This design comes from an exercise in tuning for small area on the open sky130 flow, not from production work. At most, simulation tests tie the RTL to the original design; equivalence was not proved. For runs 2 and 6, only the layout was checked, not whether the RTL still works. The flow treats the clock pin as an ideal source, which a real chip does not have. Power and IR drop assume default switching activity.

<file path="flow/config.mk">
export PLATFORM = sky130hd
export DESIGN_NAME = wmr928_fsc
export DESIGN_NICKNAME = wmr928_fsc
export VERILOG_FILES = /design/flow/design.v
export SDC_FILE = /design/flow/constraint.sdc
export NUM_CORES = 4
export LEC_CHECK = 0
export CAP_MARGIN = 0
export CORE_MARGIN = 2
export CORE_UTILIZATION = 65
export PLACE_DENSITY = 0.75
export SLEW_MARGIN = 0
export SYNTH_HIERARCHICAL = 1
</file>
<file path="flow/constraint.sdc">
create_clock -name core_clock -period 7.0 [get_ports {clk}]
set_input_delay 1.4000 -clock core_clock [delete_from_list [all_inputs] [get_ports {clk}]]
set_output_delay 1.4000 -clock core_clock [all_outputs]
set_load 0.01 [all_outputs]
</file>
<file path="flow/design.v">
module wmr928_fsc (
    input  wire         clk,
    input  wire         rst,           
    input  wire         in_valid,
    input  wire [7:0]   in_data,
    input  wire [1:0]   in_fail,       
    output wire         in_ready,
    output wire [2:0]   o_state,
    output wire [1:0]   o_err,
    output wire [7:0]   o_dev,
    output wire [3:0]   o_len,
    output wire [3:0]   o_cnt,
    output wire [7:0]   o_acc,
    output wire [103:0] o_fb,          
    output wire         o_sync,
    output wire         o_frame_ok,
    output wire         o_cksum_fail,
    output wire         o_nop,
    output wire         o_unk_skip,
    output wire         o_fatal,
    output wire         o_low_batt,
    output wire [10:0]  o_wind_dir,
    output wire [14:0]  o_wind_gust_c,
    output wire         o_rain_rate_over,
    output wire         o_rain_total_over,
    output wire         o_rain_yest_over,
    output wire [7:0]   o_minute,
    input  wire [7:0]   bcd_in,
    output wire [7:0]   bcd_out
);
    localparam [1:0] ST_HUNT  = 2'd0;
    localparam [1:0] ST_MARK1 = 2'd1;
    localparam [1:0] ST_CODE  = 2'd2;
    localparam [1:0] ST_DATA  = 2'd3;
    reg [1:0] st;
    reg [1:0] err;
    reg [7:0] dev;
    reg [3:1] len;
    reg [3:0] cnt;
    reg [7:0] acc;
    reg [7:0] fb [0:12];
    wire halted = err[1] | err[0];
    assign in_ready = !rst && !halted;
    wire is_fail   = in_fail[1] | in_fail[0];
    wire take_fail = !halted && is_fail;
    wire take_byte = !halted && !is_fail && in_valid;
    wire       hi_zero  = (in_data[7:4] == 4'd0);
    wire [3:0] c        = in_data[3:0];
    wire       code_ok  = hi_zero && (c[3] ? (c[2] & c[1]) : !(c[2] & c[1] & c[0]));
    reg  [3:1] code_len;             
    always @(*) begin
        case (c)
            4'd0:    code_len = 3'b100;   
            4'd1:    code_len = 3'b110;   
            4'd3:    code_len = 3'b011;   
            4'd6:    code_len = 3'b101;   
            4'd14:   code_len = 3'b001;   
            default: code_len = 3'b000;   
        endcase
    end
    wire code_nop = (code_len == 3'b000);
    wire last_byte = len[3] ? (len[2] ? (cnt[3] & cnt[2])                
                                      : (len[1] ? (cnt[3] & cnt[1])        
                                                : (cnt[2] & cnt[1] & cnt[0])))  
                            : (cnt[0] & (!len[2] | cnt[2]));             
    wire in_code    = (st == ST_CODE);
    wire in_data_st = (st == ST_DATA);
    wire tb_code    = take_byte && in_code;
    wire tb_data    = take_byte && in_data_st;
    wire       nrst  = !rst;
    wire [7:0] din   = in_data & {8{nrst}};
    wire [7:0] acc_g = acc & {8{in_data_st & nrst}};
    wire [7:0] acc_sum;
    wire       cks_eq = (acc == in_data);
    wire code_take = tb_code && code_ok;
    wire acc_en    = code_take || (tb_data && !last_byte);
    always @(posedge clk) begin
        if (rst || tb_code)
            dev <= din;
        if (rst || code_take)
            len <= code_len & {3{nrst}};
        if (rst || acc_en)
            acc <= acc_sum;
        if (rst || tb_data)
            cnt <= (rst || last_byte) ? 4'd0 : cnt + 4'd1;
    end
    reg  [1:0] strobe;
    wire       fend = tb_data && last_byte;
    wire       ff   = (in_data == 8'hFF);
    always @(posedge clk) begin
        if (rst) begin
            st     <= ST_HUNT;
            err    <= 2'd0;
            strobe <= 2'b00;
        end else begin
            strobe[1] <= fend;
            strobe[0] <= fend ? cks_eq
                              : take_byte && (((st == ST_MARK1) && ff) || (code_take && code_nop));
            if (take_fail) begin
                st  <= ST_HUNT;
                err <= {1'b1, in_fail[1]};
            end else if (take_byte) begin
                case (st)
                    ST_HUNT:  if (ff) st <= ST_MARK1;
                    ST_MARK1: st <= ff ? ST_CODE : ST_HUNT;
                    ST_CODE: begin
                        if (!code_ok) begin
                            st  <= ST_HUNT;
                            err <= 2'd1;
                        end else begin
                            st  <= code_nop ? ST_HUNT : ST_DATA;
                        end
                    end
                    ST_DATA:  if (last_byte) st <= ST_HUNT;
                endcase
            end
        end
    end
    assign o_frame_ok   = strobe[1] & strobe[0];
    assign o_cksum_fail = strobe[1] & !strobe[0];
    assign o_sync       = !strobe[1] & strobe[0] & st[1];
    assign o_nop        = !strobe[1] & strobe[0] & !st[1];
    always @(posedge clk) begin
        if (!rst && tb_data)
            fb[cnt] <= in_data;
    end
    assign o_state    = {halted, st};
    assign o_err      = err;
    assign o_dev      = dev;
    assign o_len      = {len, len[3] & (len[2] | len[1])};
    assign o_cnt      = cnt;
    assign o_acc      = acc;
    assign o_fatal    = halted;
    assign o_unk_skip = 1'b0;     
    genvar gi;
    generate
        for (gi = 0; gi < 13; gi = gi + 1) begin : g_fb
            assign o_fb[8*gi +: 8] = fb[gi];
        end
    endgenerate
    wire [7:0] fb0 = fb[0];
    wire [7:0] fb1 = fb[1];
    wire [7:0] fb2 = fb[2];
    wire [7:0] fb3 = fb[3];
    assign o_low_batt        = dev[3] ? fb0[7] : fb0[6];
    assign o_rain_rate_over  = fb0[4];
    assign o_rain_total_over = fb0[5];
    assign o_rain_yest_over  = fb0[7];
    wire bo_1, bo_2, bo_3, bo_4, bo_5, bo_6, bo_7, bo_8, bo_9, bo_10, bo_11, bo_12, bo_13, bo_14, bo_15, bo_16;
    ha_cell bo_u2 (.a(bcd_in[1]), .b(bcd_in[4]), .s(bo_1), .k(bo_2));
    fa_cell bo_u4 (.a(bcd_in[2]), .b(bcd_in[5]), .c(bo_2), .s(bo_3), .k(bo_4));
    fa_cell bo_u6 (.a(bcd_in[3]), .b(bcd_in[4]), .c(bcd_in[6]), .s(bo_5), .k(bo_6));
    ha_cell bo_u8 (.a(bo_5), .b(bo_4), .s(bo_7), .k(bo_8));
    fa_cell bo_u10 (.a(bcd_in[5]), .b(bcd_in[7]), .c(bo_6), .s(bo_9), .k(bo_10));
    ha_cell bo_u12 (.a(bo_8), .b(bo_9), .s(bo_11), .k(bo_12));
    fa_cell bo_u14 (.a(bcd_in[6]), .b(bo_10), .c(bo_12), .s(bo_13), .k(bo_14));
    ha_cell bo_u16 (.a(bcd_in[7]), .b(bo_14), .s(bo_15), .k(bo_16));
    assign bcd_out[0] = bcd_in[0];
    assign bcd_out[1] = bo_1;
    assign bcd_out[2] = bo_3;
    assign bcd_out[3] = bo_7;
    assign bcd_out[4] = bo_11;
    assign bcd_out[5] = bo_13;
    assign bcd_out[6] = bo_15;
    assign bcd_out[7] = bo_16;
    wire mi_1, mi_2, mi_3, mi_4, mi_5, mi_6, mi_7, mi_8, mi_9, mi_10, mi_11, mi_12;
    ha_cell mi_u2 (.a(fb0[1]), .b(fb0[4]), .s(mi_1), .k(mi_2));
    fa_cell mi_u4 (.a(fb0[2]), .b(fb0[5]), .c(mi_2), .s(mi_3), .k(mi_4));
    fa_cell mi_u6 (.a(fb0[3]), .b(fb0[4]), .c(fb0[6]), .s(mi_5), .k(mi_6));
    ha_cell mi_u8 (.a(mi_5), .b(mi_4), .s(mi_7), .k(mi_8));
    fa_cell mi_u10 (.a(fb0[5]), .b(mi_6), .c(mi_8), .s(mi_9), .k(mi_10));
    ha_cell mi_u12 (.a(fb0[6]), .b(mi_10), .s(mi_11), .k(mi_12));
    assign o_minute[0] = fb0[0];
    assign o_minute[1] = mi_1;
    assign o_minute[2] = mi_3;
    assign o_minute[3] = mi_7;
    assign o_minute[4] = mi_9;
    assign o_minute[5] = mi_11;
    assign o_minute[6] = mi_12;
    assign o_minute[7] = 1'b0;
    wire wd_1, wd_2, wd_3, wd_4, wd_5, wd_6, wd_7, wd_8, wd_9, wd_10, wd_11, wd_12, wd_13, wd_14, wd_15, wd_16, wd_17, wd_18, wd_19, wd_20, wd_21, wd_22, wd_23, wd_24, wd_25, wd_26, wd_27, wd_28, wd_29, wd_30, wd_31, wd_32, wd_33, wd_34, wd_35, wd_36, wd_37, wd_38, wd_39, wd_40;
    ha_cell wd_u2 (.a(fb1[1]), .b(fb1[4]), .s(wd_1), .k(wd_2));
    fa_cell wd_u4 (.a(fb1[2]), .b(fb1[5]), .c(fb2[0]), .s(wd_3), .k(wd_4));
    ha_cell wd_u6 (.a(wd_2), .b(wd_3), .s(wd_5), .k(wd_6));
    fa_cell wd_u8 (.a(fb1[3]), .b(fb1[4]), .c(fb1[6]), .s(wd_7), .k(wd_8));
    fa_cell wd_u10 (.a(fb2[1]), .b(wd_4), .c(wd_7), .s(wd_9), .k(wd_10));
    ha_cell wd_u12 (.a(wd_6), .b(wd_9), .s(wd_11), .k(wd_12));
    fa_cell wd_u14 (.a(fb1[5]), .b(fb1[7]), .c(fb2[2]), .s(wd_13), .k(wd_14));
    fa_cell wd_u16 (.a(wd_8), .b(wd_13), .c(wd_10), .s(wd_15), .k(wd_16));
    ha_cell wd_u18 (.a(wd_12), .b(wd_15), .s(wd_17), .k(wd_18));
    fa_cell wd_u20 (.a(fb1[6]), .b(fb2[0]), .c(fb2[3]), .s(wd_19), .k(wd_20));
    fa_cell wd_u22 (.a(wd_14), .b(wd_19), .c(wd_16), .s(wd_21), .k(wd_22));
    ha_cell wd_u24 (.a(wd_18), .b(wd_21), .s(wd_23), .k(wd_24));
    fa_cell wd_u26 (.a(fb1[7]), .b(fb2[0]), .c(fb2[1]), .s(wd_25), .k(wd_26));
    fa_cell wd_u28 (.a(wd_20), .b(wd_25), .c(wd_22), .s(wd_27), .k(wd_28));
    ha_cell wd_u30 (.a(wd_24), .b(wd_27), .s(wd_29), .k(wd_30));
    fa_cell wd_u32 (.a(fb2[1]), .b(fb2[2]), .c(wd_26), .s(wd_31), .k(wd_32));
    fa_cell wd_u34 (.a(wd_31), .b(wd_28), .c(wd_30), .s(wd_33), .k(wd_34));
    fa_cell wd_u36 (.a(fb2[2]), .b(fb2[3]), .c(wd_32), .s(wd_35), .k(wd_36));
    ha_cell wd_u38 (.a(wd_35), .b(wd_34), .s(wd_37), .k(wd_38));
    fa_cell wd_u40 (.a(fb2[3]), .b(wd_36), .c(wd_38), .s(wd_39), .k(wd_40));
    assign o_wind_dir[0] = fb1[0];
    assign o_wind_dir[1] = wd_1;
    assign o_wind_dir[2] = wd_5;
    assign o_wind_dir[3] = wd_11;
    assign o_wind_dir[4] = wd_17;
    assign o_wind_dir[5] = wd_23;
    assign o_wind_dir[6] = wd_29;
    assign o_wind_dir[7] = wd_33;
    assign o_wind_dir[8] = wd_37;
    assign o_wind_dir[9] = wd_39;
    assign o_wind_dir[10] = wd_40;
    wire wg_1, wg_2, wg_3, wg_4, wg_5, wg_6, wg_7, wg_8, wg_9, wg_10, wg_11, wg_12, wg_13, wg_14, wg_15, wg_16, wg_17, wg_18, wg_19, wg_20, wg_21, wg_22, wg_23, wg_24, wg_25, wg_26, wg_27, wg_28, wg_29, wg_30, wg_31, wg_32, wg_33, wg_34, wg_35, wg_36, wg_37, wg_38, wg_39, wg_40, wg_41, wg_42, wg_43, wg_44, wg_45, wg_46, wg_47, wg_48, wg_49, wg_50, wg_51, wg_52, wg_53, wg_54, wg_55, wg_56, wg_57, wg_58, wg_59, wg_60;
    assign wg_1 = ~fb3[4];
    assign wg_2 = ~fb3[5];
    assign wg_3 = ~fb3[6];
    assign wg_4 = ~fb3[7];
    ha_cell wg_u6 (.a(fb2[6]), .b(fb3[0]), .s(wg_5), .k(wg_6));
    fa_cell wg_u8 (.a(fb2[7]), .b(fb3[1]), .c(fb3[4]), .s(wg_7), .k(wg_8));
    ha_cell wg_u10 (.a(wg_6), .b(wg_7), .s(wg_9), .k(wg_10));
    fa_cell wg_u12 (.a(fb3[2]), .b(fb3[5]), .c(wg_8), .s(wg_11), .k(wg_12));
    ha_cell wg_u14 (.a(wg_10), .b(wg_11), .s(wg_13), .k(wg_14));
    assign wg_15 = ~(fb3[0] ^ fb3[3]);
    assign wg_16 = fb3[0] | fb3[3];
    fa_cell wg_u18 (.a(fb3[6]), .b(wg_1), .c(wg_15), .s(wg_17), .k(wg_18));
    fa_cell wg_u20 (.a(wg_12), .b(wg_17), .c(wg_14), .s(wg_19), .k(wg_20));
    fa_cell wg_u22 (.a(fb3[0]), .b(fb3[1]), .c(fb3[7]), .s(wg_21), .k(wg_22));
    fa_cell wg_u24 (.a(wg_2), .b(wg_16), .c(wg_21), .s(wg_23), .k(wg_24));
    fa_cell wg_u26 (.a(wg_18), .b(wg_23), .c(wg_20), .s(wg_25), .k(wg_26));
    fa_cell wg_u28 (.a(fb3[1]), .b(fb3[2]), .c(wg_3), .s(wg_27), .k(wg_28));
    fa_cell wg_u30 (.a(wg_22), .b(wg_27), .c(wg_24), .s(wg_29), .k(wg_30));
    ha_cell wg_u32 (.a(wg_29), .b(wg_26), .s(wg_31), .k(wg_32));
    fa_cell wg_u34 (.a(fb3[2]), .b(fb3[3]), .c(wg_4), .s(wg_33), .k(wg_34));
    fa_cell wg_u36 (.a(wg_28), .b(wg_33), .c(wg_30), .s(wg_35), .k(wg_36));
    ha_cell wg_u38 (.a(wg_35), .b(wg_32), .s(wg_37), .k(wg_38));
    assign wg_39 = ~(fb3[3] ^ wg_34);
    assign wg_40 = fb3[3] | wg_34;
    fa_cell wg_u42 (.a(wg_39), .b(wg_36), .c(wg_38), .s(wg_41), .k(wg_42));
    assign wg_43 = ~(fb3[4] ^ wg_40);
    assign wg_44 = fb3[4] | wg_40;
    ha_cell wg_u46 (.a(wg_43), .b(wg_42), .s(wg_45), .k(wg_46));
    assign wg_47 = ~(fb3[5] ^ wg_44);
    assign wg_48 = fb3[5] | wg_44;
    ha_cell wg_u50 (.a(wg_47), .b(wg_46), .s(wg_49), .k(wg_50));
    assign wg_51 = ~(fb3[6] ^ wg_48);
    assign wg_52 = fb3[6] | wg_48;
    ha_cell wg_u54 (.a(wg_51), .b(wg_50), .s(wg_53), .k(wg_54));
    assign wg_55 = ~(fb3[7] ^ wg_52);
    assign wg_56 = fb3[7] | wg_52;
    ha_cell wg_u58 (.a(wg_55), .b(wg_54), .s(wg_57), .k(wg_58));
    assign wg_59 = ~(wg_56 ^ wg_58);
    assign wg_60 = wg_56 | wg_58;
    assign o_wind_gust_c[0] = fb2[4];
    assign o_wind_gust_c[1] = fb2[5];
    assign o_wind_gust_c[2] = wg_5;
    assign o_wind_gust_c[3] = wg_9;
    assign o_wind_gust_c[4] = wg_13;
    assign o_wind_gust_c[5] = wg_19;
    assign o_wind_gust_c[6] = wg_25;
    assign o_wind_gust_c[7] = wg_31;
    assign o_wind_gust_c[8] = wg_37;
    assign o_wind_gust_c[9] = wg_41;
    assign o_wind_gust_c[10] = wg_45;
    assign o_wind_gust_c[11] = wg_49;
    assign o_wind_gust_c[12] = wg_53;
    assign o_wind_gust_c[13] = wg_57;
    assign o_wind_gust_c[14] = wg_59;
    wire ac_1, ac_2, ac_3, ac_4, ac_5, ac_6, ac_7, ac_8, ac_9, ac_10, ac_11, ac_12, ac_13, ac_14, ac_15, ac_16;
    ha_cell ac_u2 (.a(acc_g[0]), .b(din[0]), .s(ac_1), .k(ac_2));
    fa_cell ac_u4 (.a(acc_g[1]), .b(din[1]), .c(ac_2), .s(ac_3), .k(ac_4));
    fa_cell ac_u6 (.a(acc_g[2]), .b(din[2]), .c(ac_4), .s(ac_5), .k(ac_6));
    fa_cell ac_u8 (.a(acc_g[3]), .b(din[3]), .c(ac_6), .s(ac_7), .k(ac_8));
    fa_cell ac_u10 (.a(acc_g[4]), .b(din[4]), .c(ac_8), .s(ac_9), .k(ac_10));
    fa_cell ac_u12 (.a(acc_g[5]), .b(din[5]), .c(ac_10), .s(ac_11), .k(ac_12));
    fa_cell ac_u14 (.a(acc_g[6]), .b(din[6]), .c(ac_12), .s(ac_13), .k(ac_14));
    fa_cell ac_u16 (.a(acc_g[7]), .b(din[7]), .c(ac_14), .s(ac_15), .k(ac_16));
    assign acc_sum[0] = ac_1;
    assign acc_sum[1] = ac_3;
    assign acc_sum[2] = ac_5;
    assign acc_sum[3] = ac_7;
    assign acc_sum[4] = ac_9;
    assign acc_sum[5] = ac_11;
    assign acc_sum[6] = ac_13;
    assign acc_sum[7] = ac_15;
endmodule
module fa_cell (input a, input b, input c, output s, output k);
    assign s = a ^ b ^ c;
    assign k = (a & b) | (a & c) | (b & c);
endmodule
module ha_cell (input a, input b, output s, output k);
    assign s = a ^ b;
    assign k = a & b;
endmodule
</file>
<file path="flow/flow/run.sh">
#!/bin/bash
# Standard ORFS layout with the smallest buffer cell on the ports and a
# clock tree of clkbuf_4 cells without dummy loads.
set -euo pipefail
bash standard.sh "BUFFER_PORTS_ARGS=-buffer_cell sky130_fd_sc_hd__buf_1" \
  "CTS_ARGS=-repair_clock_nets -dont_use_dummy_load -buf_list sky130_fd_sc_hd__clkbuf_4" \
  "RECOVER_POWER=100" \
  finish > standard.log 2>&1
</file>
<file path="flow/standard.sh">
#!/bin/bash
# synth_recipe.tcl (not shown) runs the flow's synth.tcl, then flattens the netlist and writes it again
# the make line also repeats each setting of config.mk as NAME=value (left out here)
make -C /OpenROAD-flow-scripts/flow DESIGN_CONFIG=/design/flow/config.mk WORK_HOME=/design/flow/orfs CLKGATE_MAP_FILE= SYNTH_SCRIPT=/design/flow/synth_recipe.tcl "${@:-finish}"
</file>
==> results.yml, run 1 <==
setup_path:
  crit_start: "fb[3][1]"
  crit_required_ps: 5600
  worstPathCellList: "fa_1 -> fa_1 -> ha_1 -> fa_1 -> fa_1 -> ha_1 -> ha_1 -> fa_1 -> ha_1 -> ha_1 -> ha_1 -> ha_1 -> xor2_1 -> buf_1"
  cp-endpoint: "o_wind_gust_c[14]"
  critical_path_class: "flop to primary output"
  r2r_slack_ps: 2810
  r2r_start: "st[1]"
  cp_max_fo: 4
  cp_slowest_cell: "edfxtp_1"
  cpMostUsedCell: "ha_1"
  rr_worst_depth: 11
  worstSetupEndpointType: "primary output"
  critPathMaxStageDelay_ps: 510
  critical_path_arrival_ps: 4640
  r2r_end: "acc[7]"
  startpoint_type: "flop"
die:
  ios: 207
  initial_core_util_pct: 66.1
  rows: 36
  fp.dieArea_sq_mm: 0.0107
  coreArea_sq_mm: 0.00968
  fp.dieW_microns: 103
  dieHeight_microns: 103
placed_design:
  dp_hpwl_mm: 9.23
  place_congestion: 0.859
  dp.cells: 697
  io_buffers: 202
pwr:
  ir_drop_mv: 0.0987
  p_leak_nw: 2.52
  power_density_mw_per_mm2: 185
sta:
  fmax_ghz: 0.165
  tns_ps: 0
  relSlewSlack_pct: 25.8
  clock_skew_ps: 35.8
  maxSlewViolCount: 0
  hold_viol_final: 0
  period_needed_ps: 6040
  worstMarginPinSlew_ps: 1110
  fin_crit_sh_pct: 86.4
  rsz0062_at_grt: "no"
  setup_viol: 0
synth:
  ys_ff_latch: 133
  yosysTopAreaCellShare_pct: 59.6
  yosysWarnings: 7
  synth.area.top_cells: "edfxtp_1, fa_1, ha_1"
  avgSynthCellArea_sq_um: 15.7
  syn_area_sq_mm: 0.00640
  ys_seq_area_share_pct: 61.5
  synth_flop_cell: "edfxtp_1"
  synthDistinctLibCells: 42
  synth_area_leader_cell: "edfxtp_1"
  syn_inst: 408
  async_flop_share_pct: 0
  synth_edf_count: 127
route:
  drt_iter0_drc: 165
  vias_per_cell: 5.25
  firstDrtPassIters: 6
  final_antenna_net_count: 0
  post_drt_wl_per_cell_microns: 17.5
  wirelength_mm: 12.5
  drc_errors: 0
  num_vias: 3750
cells_and_area:
  area_growth_pct: 10.5
  final_util_pct: 73.0
  drive_gt1_share_pct: 4.13
  antenna_cells: 0
  final_nets: 677
  final_cells: 714
  nFillCells: 691
clock_tree:
  cts_buffer_depth: 2
  root_buffer: "clkbuf_4"
  cts_hold_buf: 0
  clk_latency_ps: 490
  cts_tree: "done"
  ctsResizeCount: 0
  cts_buffers: 17
  clock-sinks: 133
  postCtsSetupBuffers: 0
  clkSlewWorstSetupHoldPaths_ps: 100
  cts_htree_levels: 4
grt:
  grt_max_degree: 22
  track_usage_pct: 23.9
  grt_pass1_wl_mm: 18.3
  overflow: 0
  antenna_found_initial: 0
  grt_pass1_vias: 3572
hold_path:
  hp-class: "flop to flop"
  hp-start: "err[1]"
run:
  timing.max_cap.violations: 0
run_status:
  status: "timing/DRC/antenna clean"
==> how the worst min path moves through the flow <==
stage | slack (ps) | depth (start not counted) | to
finish | 520 | 2 | err[1]
global route | 570 | 2 | err[1]
CTS | 530 | 2 | err[1]
detailed placement | 510 | 2 | err[1]
global placement | 490 | 2 | err[1]
floorplan | 520 | 2 | err[1]
==> modules after synthesis, one instance, submodules excluded <==
module / flip-flops and latches / cells inside / times used
ha_cell: 0 / 1 / 24
wmr928_fsc: 133 / 345 / 1
fa_cell: 0 / 1 / 39
==> per-stage QoR <==
stage | power, mW | hold slack, ps | setup slack (ps) | instance area [sq um]
global route | 1.36 | 572 | 681 | 7070
global placement | 1.01 | 488 | 1520 | 7000
finish | 1.31 | 522 | 955 | 7070
floorplan | 0.974 | 516 | 1610 | 6400
detailed placement | 1.01 | 514 | 1400 | 7000
CTS | 1.32 | 531 | 882 | 7120
==> sequential cells by signal (all words and copies together), names as in the netlist <==
| signal | cells |
|---|---|
| cnt | 4 |
| acc | 8 |
| err | 2 |
| dev | 8 |
| strobe | 2 |
| fb | 104 |
| len | 3 |
| st | 2 |
==> report_power, final <==
part	switching, mW	internal, mW
clock	0.210	0.111
combinational	0.0648	0.0306
sequential	0.0116	0.884
total	0.286	1.03
==> cells by family (layout without fill, tap and decap cells) <==
logic type,after synthesis,after routing,share of synthesized area (%)
compound gates,20,20,2.42
xor+xnor,11,11,1.51
fa+ha+maj,73,73,18.9
buf+inv,75,247,7.27
flops,133,133,61.5
mux,3,3,0.508
other cells,1,2,0.0586
simple gates,92,92,7.90
==> worst max-delay path: cells and delay by family (launching register included) <==
kind                       cells  cell delay, ps
DFF                            1             510
adders and majority gates     12            3350
buffers and inverters          1             160
xor gates and xnor gates       1             120
==> layout by cell type (no fill, tap or decap), types with 3 or more instances in the layout <==
| master | n |
|---|---|
| clkbuf_4 | 17 |
| ha_1 | 34 |
| and2_1 | 9 |
| edfxtp_1 | 127 |
| nor2_1 | 17 |
| o21ai_0 | 6 |
| nor3_1 | 5 |
| nand4_1 | 5 |
| nand2b_1 | 3 |
| buf_1 | 200 |
| xnor2_1 | 8 |
| fa_1 | 39 |
| nand2_1 | 16 |
| inv_1 | 20 |
| xor2_1 | 3 |
| nand3_1 | 4 |
| nor2b_1 | 12 |
| and3_1 | 13 |
| o211ai_1 | 3 |
| clkbuf_1 | 10 |
| dfxtp_1 | 6 |
==> layer usage <==
metal / wire length, microns / track usage (%) / share of wire, % / vias to the layer above
met4: 158 / 8.40 / 1.3 / 0
met5: 0 / 0 / 0 / -
met1: 4800 / 28.5 / 38 / 1840
met2: 6710 / 41.7 / 54 / 159
met3: 827 / 7.06 / 6.6 / 12
li1: - / - / - / 1739
==> cells in the mapped netlist, types with 5 or more instances <==
library cell,number
dfxtp_1,6
nand4_1,5
ha_1,34
xnor2_1,8
and3_1,12
nor2_1,17
buf_2,5
inv_1,20
nor2b_1,12
o21ai_0,6
buf_4,47
fa_1,39
edfxtp_1,127
nand2_1,16
and2_1,11
==> area by class of cell <==
| cell class | instances | area (sq um) | share of cell area [%] |
|---|---|---|---|
| multi-input combinational | 201 | 1980 | 28.0 |
| clock buffer | 17 | 128 | 1.80 |
| tap | 133 | 166 | 2.35 |
| inverter | 20 | 75.1 | 1.06 |
| timing repair buffer | 210 | 788 | 11.1 |
| sequential | 133 | 3930 | 55.6 |
==> run 2, diff against run 1 <==
--- a/flow/design.v
+++ b/flow/design.v
@@ -122,6 +122,13 @@
     assign o_nop        = !strobe[1] & strobe[0] & !st[1];
-    always @(posedge clk) begin
-        if (!rst && tb_data)
-            fb[cnt] <= in_data;
-    end
+    wire fb_we = !rst && tb_data;
+    genvar wi;
+    generate
+        for (wi = 0; wi < 13; wi = wi + 1) begin : g_fbw
+            wire sel = (wi == 12) ? (cnt[3] & cnt[2]) : (cnt == wi);
+            always @(posedge clk) begin
+                if (fb_we && sel)
+                    fb[wi] <= in_data;
+            end
+        end
+    endgenerate
     assign o_state    = {halted, st};
--- a/flow/config.mk
+++ b/flow/config.mk
@@ -7,7 +7,6 @@
 export LEC_CHECK = 0
-export CAP_MARGIN = 0
+export CAP_MARGIN = 20
 export CORE_MARGIN = 2
-export CORE_UTILIZATION = 65
-export PLACE_DENSITY = 0.75
-export SLEW_MARGIN = 0
+export CORE_UTILIZATION = 40
+export SLEW_MARGIN = 20
 export SYNTH_HIERARCHICAL = 1
==> results.yml, run 2 <==
synth:
  avgSynthCellArea_sq_um: 15.7
  syn_area_sq_mm: 0.00642
  ys_seq_area_share_pct: 61.3
  synth.area.top_cells: "edfxtp_1, fa_1, ha_1"
  post-synth-top-count-cell: "edfxtp_1"
  yosysTopAreaCellShare_pct: 59.4
  yosysWarnings: 8
  synthDistinctLibCells: 50
  syn_inst: 410
  synth_edf_count: 127
  ys_ff_latch: 133
  async_flop_share_pct: 0
  synthTopCellsByCount: "edfxtp_1, buf_4, fa_1"
  synth_area_leader_cell: "edfxtp_1"
  synth_flop_cell: "edfxtp_1"
hold_path:
  hp-class: "flop to flop"
  hp-start: "err[1]"
  holdPathStages: 2
  hold_end: "err[1]"
sta:
  rsz0062_at_grt: "no"
  fin_crit_sh_pct: 85.9
  tns_ps: 0
  relSlewSlack_pct: 17.1
  setup_viol: 0
  worstMarginPinSlew_ps: 1240
  period_needed_ps: 6010
  clock_skew_ps: 30.2
  fmax_ghz: 0.166
  hold_viol_final: 0
  maxSlewViolCount: 0
cells_and_area:
  top_register: "fb"
  antenna_cells: 0
  final_nets: 680
  largest_register_ffs: 104
  area_growth_pct: 12.6
  fin_area_sq_mm: 0.00723
  layout_commonest_cell: "buf_1"
  reg_top3: "fb: 104 flops, acc: 8 flops, dev: 8 flops"
  drive_gt1_share_pct: 4.11
  layout_common_cells: "buf_1, edfxtp_1, fa_1"
grt:
  grt_pass1_vias: 3912
  antenna_found_initial: 0
  overflow: 0
  track_usage_pct: 16.5
  grt_max_degree: 25
  grt_pass1_wl_mm: 20.7
die:
  dieHeight_microns: 131
  coreArea_sq_mm: 0.0158
  ios: 207
  initial_core_util_pct: 40.7
  rows: 46
  fp.dieArea_sq_mm: 0.0171
  fp.dieW_microns: 131
route:
  drt_iter0_drc: 220
  firstDrtPassIters: 4
  final_antenna_net_count: 0
  drc_errors: 0
  num_vias: 3855
  post_drt_wl_per_cell_microns: 17.7
  vias_per_cell: 4.82
  wirelength_mm: 14.1
pwr:
  p_leak_nw: 2.52
  ir_drop_mv: 0.105
  power_density_mw_per_mm2: 182
run_status:
  status: "timing/DRC/antenna clean"
placed_design:
  io_buffers: 202
  place_congestion: 0.833
  dp_hpwl_mm: 10.2
  placed_cell_area_sq_mm: 0.00714
clock_tree:
  cts_buffers: 17
  cts_buffer_depth: 2
  clk_latency_ps: 500
  clkSlewWorstSetupHoldPaths_ps: 90
  ctsResizeCount: 0
  cts_htree_levels: 4
  root_buffer: "clkbuf_4"
  clock-sinks: 133
  postCtsSetupBuffers: 0
  cts_hold_buf: 0
  cts_tree: "done"
setup_path:
  startpoint_type: "flop"
  crit_required_ps: 5600
  rr_worst_depth: 11
  critical_path_class: "flop to primary output"
  r2r_end: "acc[7]"
  crit_start: "fb[3][1]"
  worstSetupEndpointType: "primary output"
  r2r_slack_ps: 2750
  r2r_start: "st[1]"
  cp_max_fo: 4
  critical_path_arrival_ps: 4610
run:
  timing.max_cap.violations: 0
==> run 2: cell types whose count changed after synthesis, sizes merged, moves of 3 or more <==
cell / change
o211ai: -3
and2: +11
and3: -12
clkbuf: +4
nor4: +3
a21oi: +3
xor2: +6
xnor2: -6
nand4: -3
nand2: -10
==> run 2: area by class of cell <==
cell class / instances / area, sq um
fill: 1466 / 8540
sequential: 133 / 3930
multi-input combinational: 201 / 2020
inverter: 20 / 75.1
clock buffer: 17 / 128
tap: 216 / 270
timing repair buffer: 213 / 800
==> run 2: kinds of logic (layout without fill, tap and decap cells) <==
family                   after synthesis  in the layout  synth area share (%)
flip-flops                           133            133                  61.3
other                                  1              2                0.0584
multiplexers                           2              2                 0.351
AND/OR/NAND/NOR                       89             89                  8.28
AO/OA/AOI/OAI                         24             24                  2.49
adder cells (fa/ha/maj)               73             73                  18.8
buffers and inverters                 77            250                  7.29
XOR/XNOR                              11             11                  1.50
==> run 2: critical path: stages (launching register included) <==
cell      delay (ps)
edfxtp_1         510
fa_1             450
fa_1             440
ha_1             210
fa_1             390
fa_1             390
ha_1             190
ha_1             190
fa_1             370
ha_1             190
ha_1             180
ha_1             180
ha_1             180
xor2_1           120
buf_1            160
==> run 2: how the worst max path moves through the flow <==
stage,to,cells after the start
3_3_place_gp,o_wind_gust_c[14],14
4_1_cts,o_wind_gust_c[14],14
6_report,o_wind_gust_c[14],14
2_1_floorplan,o_wind_gust_c[14],14
3_5_place_dp,o_wind_gust_c[14],14
5_1_grt,o_wind_gust_c[14],14
==> run 2: modules after synthesis, one instance, submodules excluded <==
module	copies in the design	cell area, sq um	cells inside	flops+latches
ha_cell	24	12.5	1	0
fa_cell	39	20.0	1	0
wmr928_fsc	1	5340	347	133
==> run 2: layer usage <==
metal | GRT usage [%] | wire length, microns | vias to the layer above
met5 | 0 | 0 | -
met4 | 5.38 | 185 | 0
met3 | 4.28 | 1030 | 15
met2 | 28.0 | 6870 | 184
met1 | 20.8 | 6040 | 1897
li1 | - | - | 1759
==> run 2: per-stage QoR <==
stage / std cells / total power, mW / hold slack, ps / setup WS (ps) / util (%)
3_3_place_gp: 782 / 0.999 / 503 / 1530 / 45.3
4_1_cts: 799 / 1.33 / 520 / 896 / 46.1
3_5_place_dp: 782 / 1.00 / 504 / 1440 / 45.3
2_1_floorplan: 411 / 0.964 / 523 / 1610 / -
5_1_grt: 800 / 1.37 / 605 / 762 / 45.9
6_report: 800 / 1.31 / 521 / 988 / 45.9
==> run 2: power by group <==
part	switching, mW	internal (mW)	leakage [nW]
Sequential	0.0103	0.881	1.22
Combinational	0.0613	0.0280	1.22
Clock	0.222	0.111	0.0782
Total	0.293	1.02	2.52
==> run 3, diff against run 2 <==
--- a/flow/design.v
+++ b/flow/design.v
@@ -42,3 +42,4 @@
     wire halted = err[1] | err[0];
-    assign in_ready = !rst && !halted;
+    wire fatal = halted && (st == 2'd0);
+    assign in_ready = !rst && !fatal;
     wire is_fail   = in_fail[1] | in_fail[0];
@@ -122,13 +123,6 @@
     assign o_nop        = !strobe[1] & strobe[0] & !st[1];
-    wire fb_we = !rst && tb_data;
-    genvar wi;
-    generate
-        for (wi = 0; wi < 13; wi = wi + 1) begin : g_fbw
-            wire sel = (wi == 12) ? (cnt[3] & cnt[2]) : (cnt == wi);
-            always @(posedge clk) begin
-                if (fb_we && sel)
-                    fb[wi] <= in_data;
-            end
-        end
-    endgenerate
+    always @(posedge clk) begin
+        if (!rst && tb_data)
+            fb[cnt] <= in_data;
+    end
     assign o_state    = {halted, st};
@@ -139,3 +133,3 @@
     assign o_acc      = acc;
-    assign o_fatal    = halted;
+    assign o_fatal    = fatal;
     assign o_unk_skip = 1'b0;     
==> results.yml, run 3 <==
die:
  initial_core_util_pct: 40.8
  ios: 207
  fp.dieArea_sq_mm: 0.0171
  rows: 46
  fp.dieW_microns: 131
  dieHeight_microns: 131
  coreArea_sq_mm: 0.0158
placed_design:
  io_buffers: 202
  place_congestion: 0.839
  dp_hpwl_mm: 10.1
setup_path:
  cp_slowest_cell: "edfxtp_1"
  cpMostUsedCell: "ha_1"
  worstPathCellList: "fa_1 -> fa_1 -> ha_1 -> fa_1 -> fa_1 -> ha_1 -> ha_1 -> fa_1 -> ha_1 -> ha_1 -> ha_1 -> ha_1 -> xor2_1 -> buf_1"
  critPathMaxStageDelay_ps: 510
  cp_max_fo: 4
  crit_family: "adder cells"
  worstSetupEndpointType: "primary output"
  critical_path_arrival_ps: 4610
  crit_required_ps: 5600
  startpoint_type: "flop"
  worst-path-buf-inv: 1
  critical_path_class: "flop to primary output"
grt:
  grt_pass1_wl_mm: 20.6
  grt_max_degree: 24
  antenna_found_initial: 0
  overflow: 0
  grt_pass1_vias: 3743
  track_usage_pct: 16.6
route:
  num_vias: 3806
  drc_errors: 0
  drt_iter0_drc: 223
  wirelength_mm: 14.1
  post_drt_wl_per_cell_microns: 17.6
  final_antenna_net_count: 0
  vias_per_cell: 4.75
  firstDrtPassIters: 4
clock_tree:
  cts_buffers: 17
  cts_tree: "done"
  cts_buffer_depth: 2
  root_buffer: "clkbuf_4"
  postCtsSetupBuffers: 0
  cts_htree_levels: 4
  clock-sinks: 133
  clk_latency_ps: 530
  clkSlewWorstSetupHoldPaths_ps: 100
  cts_hold_buf: 0
  ctsResizeCount: 0
synth:
  async_flop_share_pct: 0
  synthTopCellsByCount: "edfxtp_1, buf_4, fa_1"
  synth_area_leader_cell: "edfxtp_1"
  post-synth-top-count-cell: "edfxtp_1"
  synth_edf_count: 127
  yosysWarnings: 7
  syn_inst: 414
  avgSynthCellArea_sq_um: 15.5
  ys_ff_latch: 133
  synth.area.top_cells: "edfxtp_1, fa_1, ha_1"
  synthDistinctLibCells: 45
  ys_seq_area_share_pct: 61.2
  syn_area_sq_mm: 0.00643
  synth_flop_cell: "edfxtp_1"
  yosysTopAreaCellShare_pct: 59.3
pwr:
  ir_drop_mv: 0.0851
  p_leak_nw: 2.54
  power_density_mw_per_mm2: 185
sta:
  relSlewSlack_pct: 13.7
  maxSlewViolCount: 0
  worstMarginPinSlew_ps: 1290
  setup_viol: 0
  tns_ps: 0
  whs_ps: 510
  rsz0062_at_grt: "no"
  period_needed_ps: 6010
  hold_viol_final: 0
  fin_crit_sh_pct: 85.9
  clock_skew_ps: 29.1
  fmax_ghz: 0.166
cells_and_area:
  reg_top3: "fb: 104 flops, acc: 8 flops, dev: 8 flops"
  area_growth_pct: 11.8
  layout_common_cells: "buf_1, edfxtp_1, fa_1"
  layout_commonest_cell: "buf_1"
  final_nets: 681
  antenna_cells: 0
  top_register: "fb"
  drive_gt1_share_pct: 3.59
  largest_register_ffs: 104
hold_path:
  hp-class: "flop to flop"
run:
  timing.max_cap.violations: 0
run_status:
  status: "timing/DRC/antenna clean"
-- run 3: per-module statistics from Yosys (local to each module, per instance) --
module / copies in the design / flops+latches / area [sq um] / cells
fa_cell: 39 / 0 / 20.0 / 1
wmr928_fsc: 1 / 133 / 5350 / 351
ha_cell: 24 / 0 / 12.5 / 1
-- run 3: per-stage QoR --
step                      setup WS [ps]  utilization [%]  total power [mW]  instances  cell area (sq um)
final                               988             45.6              1.33        801               7190
after global routing                697             45.6              1.39        801               7190
after CTS                           897             45.9              1.35        801               7230
after detailed placement           1220             45.1              1.01        784               7110
after global placement             1370             45.1              1.01        784               7110
after floorplan                    1610                -             0.975        415               6430
-- run 3: report_power, final --
part	switching, mW	total [mW]	internal, mW	leakage, nW
clock	0.227	0.338	0.111	0.0782
combinational	0.0660	0.0963	0.0303	1.26
sequential	0.0137	0.897	0.884	1.21
total	0.307	1.33	1.02	2.54
-- run 3: routing by layer --
layer	vias up	GRT usage, %	share of wire [%]
li1	1747	-	-
met1	1884	21.4	44
met2	159	27.2	48
met3	16	4.48	6.5
met4	0	6.20	1.5
met5	-	0	0
-- run 3: area by class of cell --
cell class	count	area, sq um
fillers	1473	8580
flip-flops and latches	133	3930
multi-input cells	208	2000
repair buffers	209	785
well taps	216	270
clock buffers	17	128
inverters	18	67.6
-- run 3: final timing paths --
check / endpoint / slack [ps] / depth (start not counted) / startpoint
worst max-delay path: o_wind_gust_c[14] / 990 / 14 / fb[3][1]
worst min-delay path: err[1] / 510 / 2 / err[1]
worst max register to register: acc[7] / 2710 / 11 / st[1]
worst min register to register: err[1] / 510 / 2 / err[1]
-- run 3: logic make-up (layout without fill, tap and decap cells) --
family	count (synthesis)	count (layout)	synth area share, %
AOI/OAI and AO/OA	17	17	1.85
xor gates and xnor gates	11	11	1.50
adders and majority gates	73	73	18.8
buffers and inverters	74	244	7.38
DFF	133	133	61.2
muxes	2	2	0.331
other	1	2	0.0583
and+or+nand+nor	103	103	8.92
-- run 3: worst min-delay path: stages (launching register included) --
cell and delay (ps):
dfxtp_1 340, nor2_1 100, nor2_1 40
==> run 4, diff against run 3 <==
--- a/flow/design.v
+++ b/flow/design.v
@@ -42,4 +42,3 @@
     wire halted = err[1] | err[0];
-    wire fatal = halted && (st == 2'd0);
-    assign in_ready = !rst && !fatal;
+    assign in_ready = !rst && !halted;
     wire is_fail   = in_fail[1] | in_fail[0];
@@ -133,3 +132,3 @@
     assign o_acc      = acc;
-    assign o_fatal    = fatal;
+    assign o_fatal    = halted;
     assign o_unk_skip = 1'b0;     
==> flow/flow/run.sh (replaced) <==
#!/bin/bash
# Standard ORFS layout with the smallest buffer cell on the ports (buf_4 on
# high-fanout inputs), a clock tree of clkbuf_4 cells without dummy loads,
# and power (area) recovery on paths with positive slack.
set -euo pipefail
here=$(pwd)
bash standard.sh "BUFFER_PORTS_ARGS=-buffer_cell sky130_fd_sc_hd__buf_1" \
  "POST_GLOBAL_PLACE_TCL=$here/flow/post_gp.tcl" \
  "CTS_ARGS=-repair_clock_nets -dont_use_dummy_load -buf_list sky130_fd_sc_hd__clkbuf_4" \
  "RECOVER_POWER=100" \
  finish > standard.log 2>&1
==> flow/flow/post_gp.tcl (new file) <==
# Upsize the input port buffers that drive many loads, so that the resizer
# does not have to add a second buffer behind them.
foreach inst [get_cells input*] {
  set out [get_pins -of_objects $inst -filter "direction == output"]
  set net [get_nets -of_objects $out]
  set nload [expr {[llength [get_pins -of_objects $net]] - 1}]
  if { $nload > 8 } {
    puts "post_gp: [get_full_name $inst] drives $nload loads, using buf_4"
    replace_cell $inst sky130_fd_sc_hd__buf_4
  }
}
==> results.yml, run 4 <==
cells_and_area:
  fin_area_sq_mm: 0.00718
  layout_commonest_cell: "buf_1"
  top_register: "fb"
  ff_latch_area_sq_mm: 0.00393
  antenna_cells: 0
  drive_gt1_share_pct: 3.95
  multiInputGateArea_sq_mm: 0.00198
  layout_common_cells: "buf_1, edfxtp_1, fa_1"
  final_nets: 678
  nFillCells: 1460
  largest_register_ffs: 104
  area_growth_pct: 12.2
  final_util_pct: 45.5
  reg_top3: "fb: 104 flops, acc: 8 flops, dev: 8 flops"
setup_path:
  critical_path_class: "flop to primary output"
  worstPathCellList: "fa_1 -> fa_1 -> ha_1 -> fa_1 -> fa_1 -> ha_1 -> ha_1 -> fa_1 -> ha_1 -> ha_1 -> ha_1 -> ha_1 -> xor2_1 -> buf_1"
  worst-path-buf-inv: 1
  cp_max_fo: 4
  crit_required_ps: 5600
  worstSetupEndpointType: "primary output"
  startpoint_type: "flop"
  critPathMaxStageDelay_ps: 510
  cpMostUsedCell: "ha_1"
  cp_slowest_cell: "edfxtp_1"
  crit_family: "adder cells"
  critical_path_arrival_ps: 4630
sta:
  rsz0062_at_grt: "no"
  hold_viol_final: 0
  period_needed_ps: 6030
  relSlewSlack_pct: 18.7
  setup_slack_ps: 973
  setup_viol: 0
  fmax_ghz: 0.166
  worstMarginPinSlew_ps: 1220
  clock_skew_ps: 39.6
  fin_crit_sh_pct: 86.1
  tns_ps: 0
  maxSlewViolCount: 0
synth:
  synthDistinctLibCells: 42
  async_flop_share_pct: 0
  syn_area_sq_mm: 0.00640
  ys_seq_area_share_pct: 61.5
  synth_edf_count: 127
  synth.area.top_cells: "edfxtp_1, fa_1, ha_1"
  post-synth-top-count-cell: "edfxtp_1"
  avgSynthCellArea_sq_um: 15.7
  yosysTopAreaCellShare_pct: 59.6
  synthTopCellsByCount: "edfxtp_1, buf_4, fa_1"
  synth_flop_cell: "edfxtp_1"
  synth_area_leader_cell: "edfxtp_1"
  syn_inst: 408
  yosysWarnings: 7
  ys_ff_latch: 133
die:
  fp.dieW_microns: 130
  initial_core_util_pct: 40.6
  dieHeight_microns: 130
  coreArea_sq_mm: 0.0158
  rows: 46
  ios: 207
  fp.dieArea_sq_mm: 0.0170
route:
  drt_iter0_drc: 179
  post_drt_wl_per_cell_microns: 17.2
  firstDrtPassIters: 6
  final_antenna_net_count: 0
  num_vias: 3820
  drc_errors: 0
  wirelength_mm: 13.7
  vias_per_cell: 4.79
placed_design:
  io_buffers: 202
  placed_cell_area_sq_mm: 0.00712
  post-place-ws_ps: 1490
  dp_hpwl_mm: 9.99
clock_tree:
  clock-sinks: 133
  clkSlewWorstSetupHoldPaths_ps: 100
  clk_latency_ps: 520
  cts_buffer_depth: 2
  cts_hold_buf: 0
  cts_htree_levels: 4
  root_buffer: "clkbuf_4"
  ctsResizeCount: 0
  cts_buffers: 17
  postCtsSetupBuffers: 0
  cts_tree: "done"
grt:
  grt_max_degree: 22
  grt_use_met2_pct: 27.5
  top_usage_layer: "met2"
  grtUsageMet3_pct: 4.72
  track_usage_pct: 16.6
  overflow: 0
  grt_use_met1_pct: 20.8
  grt_pass1_vias: 3802
  antenna_found_initial: 0
  grt_pass1_wl_mm: 20.6
pwr:
  power_density_mw_per_mm2: 184
  ir_drop_mv: 0.0801
  p_leak_nw: 2.52
  power_mw: 1.32
run_status:
  status: "timing/DRC/antenna clean"
run:
  timing.max_cap.violations: 0
hold_path:
  hp-class: "flop to flop"
run 4: changes by cell type in the layout (fill, tap and decap cells not counted), sizes merged, moves of 3 or more:
cell | before | now
or2 | 4 | 1
and2 | 18 | 11
nand2 | 10 | 17
nor2 | 27 | 17
xor2 | 10 | 3
nor2b | 9 | 12
nand4 | 2 | 5
nor3 | 9 | 5
and3 | 4 | 13
and3b | 4 | 0
xnor2 | 1 | 8
run 4: final timing paths:
| path | start | endpoint | slack [ps] | depth (start not counted) |
|---|---|---|---|---|
| setup / recovery | fb[3][1] | o_wind_gust_c[14] | 970 | 14 |
| hold / removal | err[1] | err[1] | 510 | 2 |
| setup reg to reg | st[1] | acc[7] | 2840 | 11 |
| hold reg to reg | err[1] | err[1] | 510 | 2 |
run 4: per-stage QoR:
step	std cells	hold slack, ps
floorplan	409	516
global placement	781	492
detailed placement	781	491
CTS	798	509
global route	798	550
finish	798	507
run 4: worst register-to-register path, delay by kind of cell, from the launching register on:
| kind | cells | cell delay (ps) |
|---|---|---|
| simple gates | 3 | 500 |
| flops | 1 | 450 |
| fa+ha+maj | 8 | 2950 |
run 4: power by group:
group	leakage [nW]	switching [mW]	internal, mW	total [mW]
Sequential	1.21	0.0132	0.884	0.897
Combinational	1.24	0.0658	0.0309	0.0967
Clock	0.0782	0.215	0.111	0.326
run 4: cells by family (layout without fill, tap and decap cells):
group	after synthesis	in the layout	synth area share (%)
DFF	133	133	61.5
and+or+nand+nor	92	92	7.90
buffers and inverters	75	248	7.27
adders and majority gates	73	73	18.9
AOI/OAI and AO/OA	20	20	2.42
xor gates and xnor gates	11	11	1.51
muxes	3	3	0.508
other	1	2	0.0586
run 4: metal layers:
layer | wire length [microns] | vias to the layer above
li1 | - | 1740
met1 | 6000 | 1886
met2 | 6690 | 173
met3 | 820 | 21
met4 | 221 | 0
met5 | 0 | -
run 4: layout make-up:
cell class                      instances  share of cell area (%)
Clock buffer                           17                    1.78
Inverter                               20                    1.05
Multi-Input combinational cell        201                    27.6
Sequential cell                       133                    54.8
Tap cell                              216                    3.77
Timing Repair Buffer                  211                    11.0
run 4: modules after synthesis (local to each module, per instance):
module      cell area [sq um]  flip-flops and latches  cells inside  copies in the design
ha_cell                  12.5                       0             1                    24
wmr928_fsc               5320                     133           345                     1
fa_cell                  20.0                       0             1                    39
==> run 5, diff against run 4 <==
==> flow/flow/run.sh (replaced) <==
#!/bin/bash
# Standard ORFS layout with: the smallest buffer cell on the ports; a clock
# tree of clkbuf_4 cells without dummy loads (clkbuf_8 where the sink slew
# is high); power (area) recovery on paths with positive slack, followed by
# a design repair so no slew or capacitance violation is left.
set -euo pipefail
here=$(pwd)
bash standard.sh "BUFFER_PORTS_ARGS=-buffer_cell sky130_fd_sc_hd__buf_1" \
  "CTS_ARGS=-repair_clock_nets -dont_use_dummy_load -buf_list sky130_fd_sc_hd__clkbuf_4" \
  "POST_CTS_TCL=$here/flow/post_cts.tcl" \
  "RECOVER_POWER=100" \
  "POST_GLOBAL_ROUTE_TCL=$here/flow/post_grt.tcl" \
  finish > standard.log 2>&1
==> flow/flow/post_cts.tcl (new file) <==
# Upsize clock buffers whose estimated sink slew is high, so the slew at the
# flip-flop clock pins stays well inside the limit after routing.
estimate_parasitics -placement
set upsized 0
foreach inst [get_cells -hierarchical *] {
  set ref [get_property $inst ref_name]
  if { $ref != "sky130_fd_sc_hd__clkbuf_4" } { continue }
  set out [get_pins -of_objects $inst -filter "direction == output"]
  set worst 0.0
  foreach p [get_pins -of_objects [get_nets -of_objects $out] -filter "direction == input"] {
    set s [get_property $p slew_max]
    if { $s > $worst } { set worst $s }
  }
  if { $worst > 0.090 } {
    replace_cell $inst sky130_fd_sc_hd__clkbuf_8
    incr upsized
  }
}
puts "post_cts: upsized $upsized clock buffers"
if { $upsized > 0 } {
  detailed_placement
  estimate_parasitics -placement
}
==> flow/flow/post_grt.tcl (new file) <==
# Power recovery runs after the last design repair of global routing; repair
# any slew or capacitance violations it left before detailed routing.
global_route -start_incremental
estimate_parasitics -global_routing
repair_design -slew_margin 20 -cap_margin 20
detailed_placement
global_route -end_incremental
estimate_parasitics -global_routing
removed: flow/flow/post_gp.tcl
==> results.yml, run 5 <==
setup_path:
  crit_family: "adder cells"
  crit_required_ps: 5600
  critical_path_class: "flop to primary output"
  cp_max_fo: 4
  worst-path-buf-inv: 1
  critical_path_arrival_ps: 4540
  cp_slowest_cell: "edfxtp_1"
  worstPathCellList: "fa_1 -> fa_1 -> ha_1 -> fa_1 -> fa_1 -> ha_1 -> ha_1 -> fa_1 -> ha_1 -> ha_1 -> ha_1 -> ha_1 -> xor2_1 -> buf_1"
  worstSetupEndpointType: "primary output"
  startpoint_type: "flop"
  cpMostUsedCell: "ha_1"
  critPathMaxStageDelay_ps: 510
synth:
  synthDistinctLibCells: 42
  synth_flop_cell: "edfxtp_1"
  yosysTopAreaCellShare_pct: 59.6
  synth_edf_count: 127
  yosysWarnings: 7
  synth_area_leader_cell: "edfxtp_1"
  syn_area_sq_mm: 0.00640
  synthTopCellsByCount: "edfxtp_1, buf_4, fa_1"
  post-synth-top-count-cell: "edfxtp_1"
  ys_ff_latch: 133
  syn_inst: 408
  async_flop_share_pct: 0
  avgSynthCellArea_sq_um: 15.7
  ys_seq_area_share_pct: 61.5
  synth.area.top_cells: "edfxtp_1, fa_1, ha_1"
sta:
  setup_viol: 0
  fmax_ghz: 0.168
  fin_crit_sh_pct: 84.9
  maxSlewViolCount: 0
  worstMarginPinSlew_ps: 1160
  whs_ps: 502
  clock_skew_ps: 21.6
  period_needed_ps: 5940
  hold_viol_final: 0
  tns_ps: 0
  relSlewSlack_pct: 22.5
pwr:
  ir_drop_mv: 0.0965
  p_comb_share_pct: 7.0
  switchingPower_uw: 306
  p_seq_share_pct: 65.2
  power_density_mw_per_mm2: 190
  p_clk_share_pct: 27.7
  netSwitchingFraction_pct: 22.2
  p_leak_nw: 2.57
  internal_power_mw: 1.07
grt:
  grt_pass1_vias: 3703
  antenna_found_initial: 0
  overflow: 0
  grt_pass1_wl_mm: 20.5
  grt_max_degree: 22
  track_usage_pct: 16.6
die:
  initial_core_util_pct: 40.6
  dieHeight_microns: 130
  coreArea_sq_mm: 0.0158
  ios: 207
  rows: 46
  fp.dieW_microns: 130
  fp.dieArea_sq_mm: 0.0170
placed_design:
  place_congestion: 0.863
  dp_hpwl_mm: 9.94
  io_buffers: 202
clock_tree:
  clk_latency_ps: 420
  clkSlewWorstSetupHoldPaths_ps: 90
  clock-sinks: 133
  cts_tree: "done"
route:
  firstDrtPassIters: 4
  post_drt_wl_per_cell_microns: 17.2
  wirelength_mm: 13.7
  drt_iter0_drc: 207
  vias_per_cell: 4.75
  drc_errors: 0
  final_antenna_net_count: 0
  num_vias: 3792
cells_and_area:
  drive_gt1_share_pct: 5.50
  ff_latch_area_sq_mm: 0.00393
  area_growth_pct: 13.1
  reg_top3: "fb: 104 flops, acc: 8 flops, dev: 8 flops"
  final_nets: 678
  top_register: "fb"
  layout_commonest_cell: "buf_1"
  multiInputGateArea_sq_mm: 0.00199
  largest_register_ffs: 104
  nFillCells: 1459
  antenna_cells: 0
  layout_common_cells: "buf_1, edfxtp_1, fa_1"
hold_path:
  hp-class: "flop to flop"
run:
  timing.max_cap.violations: 0
run_status:
  status: "timing/DRC/antenna clean"
==> run 5: cells by family (layout without fill, tap and decap cells) <==
logic type | count (synthesis) | count (layout) | synth area share [%]
DFF | 133 | 133 | 61.5
and+or+nand+nor | 92 | 92 | 7.90
buffers and inverters | 75 | 248 | 7.27
adders and majority gates | 73 | 73 | 18.9
AOI/OAI and AO/OA | 20 | 20 | 2.42
xor gates and xnor gates | 11 | 11 | 1.51
muxes | 3 | 3 | 0.508
other | 1 | 2 | 0.0586
==> run 5: area by class of cell <==
| cell class | instances | area share [%] |
|---|---|---|
| Sequential cell | 133 | 54.3 |
| Multi-Input combinational cell | 201 | 27.5 |
| Timing Repair Buffer | 211 | 11.1 |
| Tap cell | 216 | 3.73 |
| Clock buffer | 17 | 2.37 |
| Inverter | 20 | 1.04 |
==> run 5: worst paths after layout <==
kind,start,depth (start not counted),slack [ps],end
max,fb[3][1],14,1060,o_wind_gust_c[14]
min reg2reg,err[1],2,500,err[1]
min,err[1],2,500,err[1]
max reg2reg,st[1],11,2820,acc[7]
==> run 5: worst register-to-register path, cell delays in order (launching register included) <==
cell	delay [ps]
dfxtp_1	450
nand2_1	170
nor2_1	110
and2_0	230
ha_1	210
fa_1	380
fa_1	390
fa_1	390
fa_1	400
fa_1	390
fa_1	380
fa_1	430
==> run 5: stage by stage <==
stage / utilization, % / instances / total power [mW] / area (sq um) / setup WS [ps]
after detailed placement: 45.1 / 781 / 1.01 / 7110 / 1390
after global placement: 45.1 / 781 / 1.01 / 7110 / 1460
final: 45.9 / 798 / 1.38 / 7240 / 1060
after floorplan: - / 409 / 0.974 / 6400 / 1610
==> run 5: modules after synthesis, one instance, submodules excluded <==
| module | times used | cell area, sq um | cells inside | flip-flops and latches |
|---|---|---|---|---|
| fa_cell | 39 | 20.0 | 1 | 0 |
| wmr928_fsc | 1 | 5320 | 345 | 133 |
| ha_cell | 24 | 12.5 | 1 | 0 |
==> run 5: power by group through the flow <==
| stage | logic (mW) | registers (mW) | clock network (mW) |
|---|---|---|---|
| after detailed placement | 0.100 | 0.914 | 0 |
| final | 0.0968 | 0.897 | 0.382 |
| after floorplan | 0.0590 | 0.915 | 0 |
| after global placement | 0.0989 | 0.914 | 0 |
==> run 5: metal layers <==
layer	global-route usage (%)	up-vias	wire length (microns)	share of wire, %
met5	0	-	0	0
met4	7.07	0	261	1.9
met3	4.56	22	1090	7.9
met2	27.5	183	6570	48
met1	20.8	1852	5820	42
li1	-	1735	-	-
==> run 6, diff against run 5 <==
--- a/flow/design.v
+++ b/flow/design.v
@@ -71,3 +71,3 @@
     wire [7:0] din   = in_data & {8{nrst}};
-    wire [7:0] acc_g = acc & {8{in_data_st & nrst}};
+    wire [7:0] acc_g = acc & {8{st[0] & nrst}};
     wire [7:0] acc_sum;
==> results.yml, run 6 <==
sta:
  maxSlewViolCount: 0
  tns_ps: 0
  fmax_ghz: 0.169
  relSlewSlack_pct: 26.7
  setup_viol: 0
  hold_viol_final: 0
  worstMarginPinSlew_ps: 1100
  clock_skew_ps: 33.7
  period_needed_ps: 5930
  whs_ps: 533
  fin_crit_sh_pct: 84.7
clock_tree:
  clock-sinks: 133
  clk_latency_ps: 420
  cts_tree: "done"
  clkSlewWorstSetupHoldPaths_ps: 90
setup_path:
  r2r_slack_ps: 2830
  critical_path_arrival_ps: 4530
  worstSetupEndpointType: "primary output"
  crit_family: "adder cells"
  critical_path_class: "flop to primary output"
  r2r_end: "acc[7]"
  cp_max_fo: 4
  worstPathCellList: "fa_1 -> fa_1 -> ha_1 -> fa_1 -> fa_1 -> ha_1 -> ha_1 -> fa_1 -> ha_1 -> ha_1 -> ha_1 -> ha_1 -> xor2_1 -> buf_1"
  worst-path-buf-inv: 1
  rr_worst_depth: 10
  cpMostUsedCell: "ha_1"
  critPathMaxStageDelay_ps: 500
  crit_required_ps: 5600
  startpoint_type: "flop"
  cp_slowest_cell: "edfxtp_1"
  r2r_start: "st[0]"
die:
  fp.dieArea_sq_mm: 0.0171
  coreArea_sq_mm: 0.0158
  ios: 207
  fp.dieW_microns: 131
  initial_core_util_pct: 40.8
  rows: 46
  dieHeight_microns: 131
route:
  drc_errors: 0
  drt_iter0_drc: 211
  final_antenna_net_count: 0
  wirelength_mm: 14.4
  firstDrtPassIters: 4
  num_vias: 3852
  vias_per_cell: 4.81
  post_drt_wl_per_cell_microns: 18.0
synth:
  yosysWarnings: 7
  synth_area_leader_cell: "edfxtp_1"
  synthDistinctLibCells: 50
  async_flop_share_pct: 0
  syn_inst: 408
  synth_edf_count: 127
  synth.area.top_cells: "edfxtp_1, fa_1, ha_1"
  syn_area_sq_mm: 0.00643
  yosysTopAreaCellShare_pct: 59.3
  post-synth-top-count-cell: "edfxtp_1"
  synthTopCellsByCount: "edfxtp_1, buf_4, fa_1"
  synth_flop_cell: "edfxtp_1"
  avgSynthCellArea_sq_um: 15.8
  ys_seq_area_share_pct: 61.2
  ys_ff_latch: 133
placed_design:
  io_buffers: 202
  dp_hpwl_mm: 10.6
  placed_cell_area_sq_mm: 0.00715
  place_congestion: 0.874
hold_path:
  hold_end: "err[1]"
  holdPathStages: 2
  hp-start: "err[1]"
  hp-class: "flop to flop"
cells_and_area:
  fin_area_sq_mm: 0.00728
  drive_gt1_share_pct: 5.47
  antenna_cells: 0
  reg_top3: "fb: 104 flops, acc: 8 flops, dev: 8 flops"
  layout_common_cells: "buf_1, edfxtp_1, fa_1"
  largest_register_ffs: 104
  top_register: "fb"
  layout_commonest_cell: "buf_1"
  final_nets: 681
  nFillCells: 1458
  area_growth_pct: 13.3
grt:
  grt_pass1_vias: 3836
  grt_pass1_wl_mm: 20.9
  track_usage_pct: 16.8
  grt_max_degree: 24
  overflow: 0
  antenna_found_initial: 0
run_status:
  status: "timing/DRC/antenna clean"
pwr:
  p_leak_nw: 2.55
  power_density_mw_per_mm2: 189
  power_mw: 1.38
  ir_drop_mv: 0.0871
run:
  timing.max_cap.violations: 0
-- run 6: power breakdown --
part / switching [mW] / internal, mW / leakage (nW)
Sequential: 0.0125 / 0.882 / 1.22
Combinational: 0.0646 / 0.0290 / 1.23
Clock: 0.230 / 0.161 / 0.0989
Total: 0.307 / 1.07 / 2.55
-- run 6: cells by family (layout without fill, tap and decap cells) --
family / after synthesis / in the layout / synth area share [%]
AO/OA/AOI/OAI: 21 / 21 / 2.22
adder cells (fa/ha/maj): 73 / 73 / 18.8
buffers and inverters: 75 / 251 / 7.38
flip-flops: 133 / 133 / 61.2
other: 1 / 2 / 0.0583
multiplexers: 3 / 3 / 0.487
XOR/XNOR: 11 / 11 / 1.50
AND/OR/NAND/NOR: 91 / 91 / 8.39
-- run 6: routing by layer --
| layer | up-vias | share of wire (%) | GRT usage [%] |
|---|---|---|---|
| li1 | 1746 | - | - |
| met1 | 1941 | 43 | 21.1 |
| met2 | 154 | 49 | 28.2 |
| met3 | 11 | 6.8 | 5.29 |
| met4 | 0 | 1.0 | 4.94 |
| met5 | - | 0 | 0 |
-- run 6: worst max-delay path by stage --
stage | from | to | slack, ps | cells past startpoint
after floorplan | fb[3][1] | o_wind_gust_c[14] | 1610 | 14
after detailed placement | rst | acc[7] | 1320 | 11
final | fb[3][1] | o_wind_gust_c[14] | 1070 | 14
after global placement | rst | acc[7] | 1510 | 11
-- run 6: per-stage QoR --
| stage | utilization, % | setup slack (ps) | instances |
|---|---|---|---|
| 6_report | 46.2 | 1070 | 801 |
| 3_5_place_dp | 45.3 | 1320 | 781 |
| 3_3_place_gp | 45.2 | 1510 | 780 |
| 2_1_floorplan | - | 1610 | 409 |
-- run 6: layout make-up --
cell class | count | area [sq um] | area share, %
clock buffers | 17 | 178 | 2.44
well taps | 216 | 270 | 3.71
flip-flops and latches | 133 | 3930 | 54.0
multi-input cells | 201 | 2010 | 27.6
inverters | 21 | 78.8 | 1.08
repair buffers | 213 | 810 | 11.1
-- run 6: modules after synthesis (local to each module, per instance) --
| module | cells | flip-flops and latches | copies in the design | area (sq um) |
|---|---|---|---|---|
| fa_cell | 1 | 0 | 39 | 20.0 |
| ha_cell | 1 | 0 | 24 | 12.5 |
| wmr928_fsc | 345 | 133 | 1 | 5350 |
-- run 6: worst min-delay path: stages, from the launching register on --
cell	delay [ps]
dfxtp_1	350
nor2_1	110
nor2_1	40

==> separate check: timing with driven ports <==
The results above use ideal ports. As a check the final layouts listed here were re-extracted and re-timed, cells and wires unchanged.
Step 1 assumes that a clkbuf_16 drives the clock port and a buf_2 every other input.
Step 2 adds t to the input delays and takes it off the output delays; t is the mean of the earliest and latest rising clock arrival at the registers after step 1. Input paths then give back, and output paths get back, about the clock's delay inside the block.
Three values: ideal, step 1, step 2; two values: the first two.
| run | t (ns) | setup WS [ns] | hold slack, ns | latest minus earliest clock arrival (ns) | worst data-port slew with drivers (ns) |
|---|---|---|---|---|---|
| run 1 | 0.504 | 0.955 / 0.923 / 1.378 | 0.522 / 0.522 / 0.522 | 0.036 / 0.036 | 0.06 |
| run 2 | 0.509 | 0.988 / 0.956 / 0.950 | 0.521 / 0.521 / 0.521 | 0.044 / 0.044 | 0.06 |
| run 3 | 0.542 | 0.988 / 0.957 / 1.240 | 0.510 / 0.510 / 0.510 | 0.029 / 0.029 | 0.06 |
| run 4 | 0.528 | 0.973 / 0.941 / 1.399 | 0.507 / 0.507 / 0.507 | 0.040 / 0.040 | 0.06 |
| run 5 | 0.446 | 1.059 / 1.025 / 1.342 | 0.502 / 0.502 / 0.502 | 0.024 / 0.024 | 0.06 |
| run 6 | 0.442 | 1.068 / 1.035 / 1.276 | 0.533 / 0.533 / 0.533 | 0.034 / 0.033 | 0.06 |
After both steps every run listed still meets setup and hold. The setup slack of run 2, which loses most, moves by -0.032 ns with the drivers and by -0.038 ns with both steps.
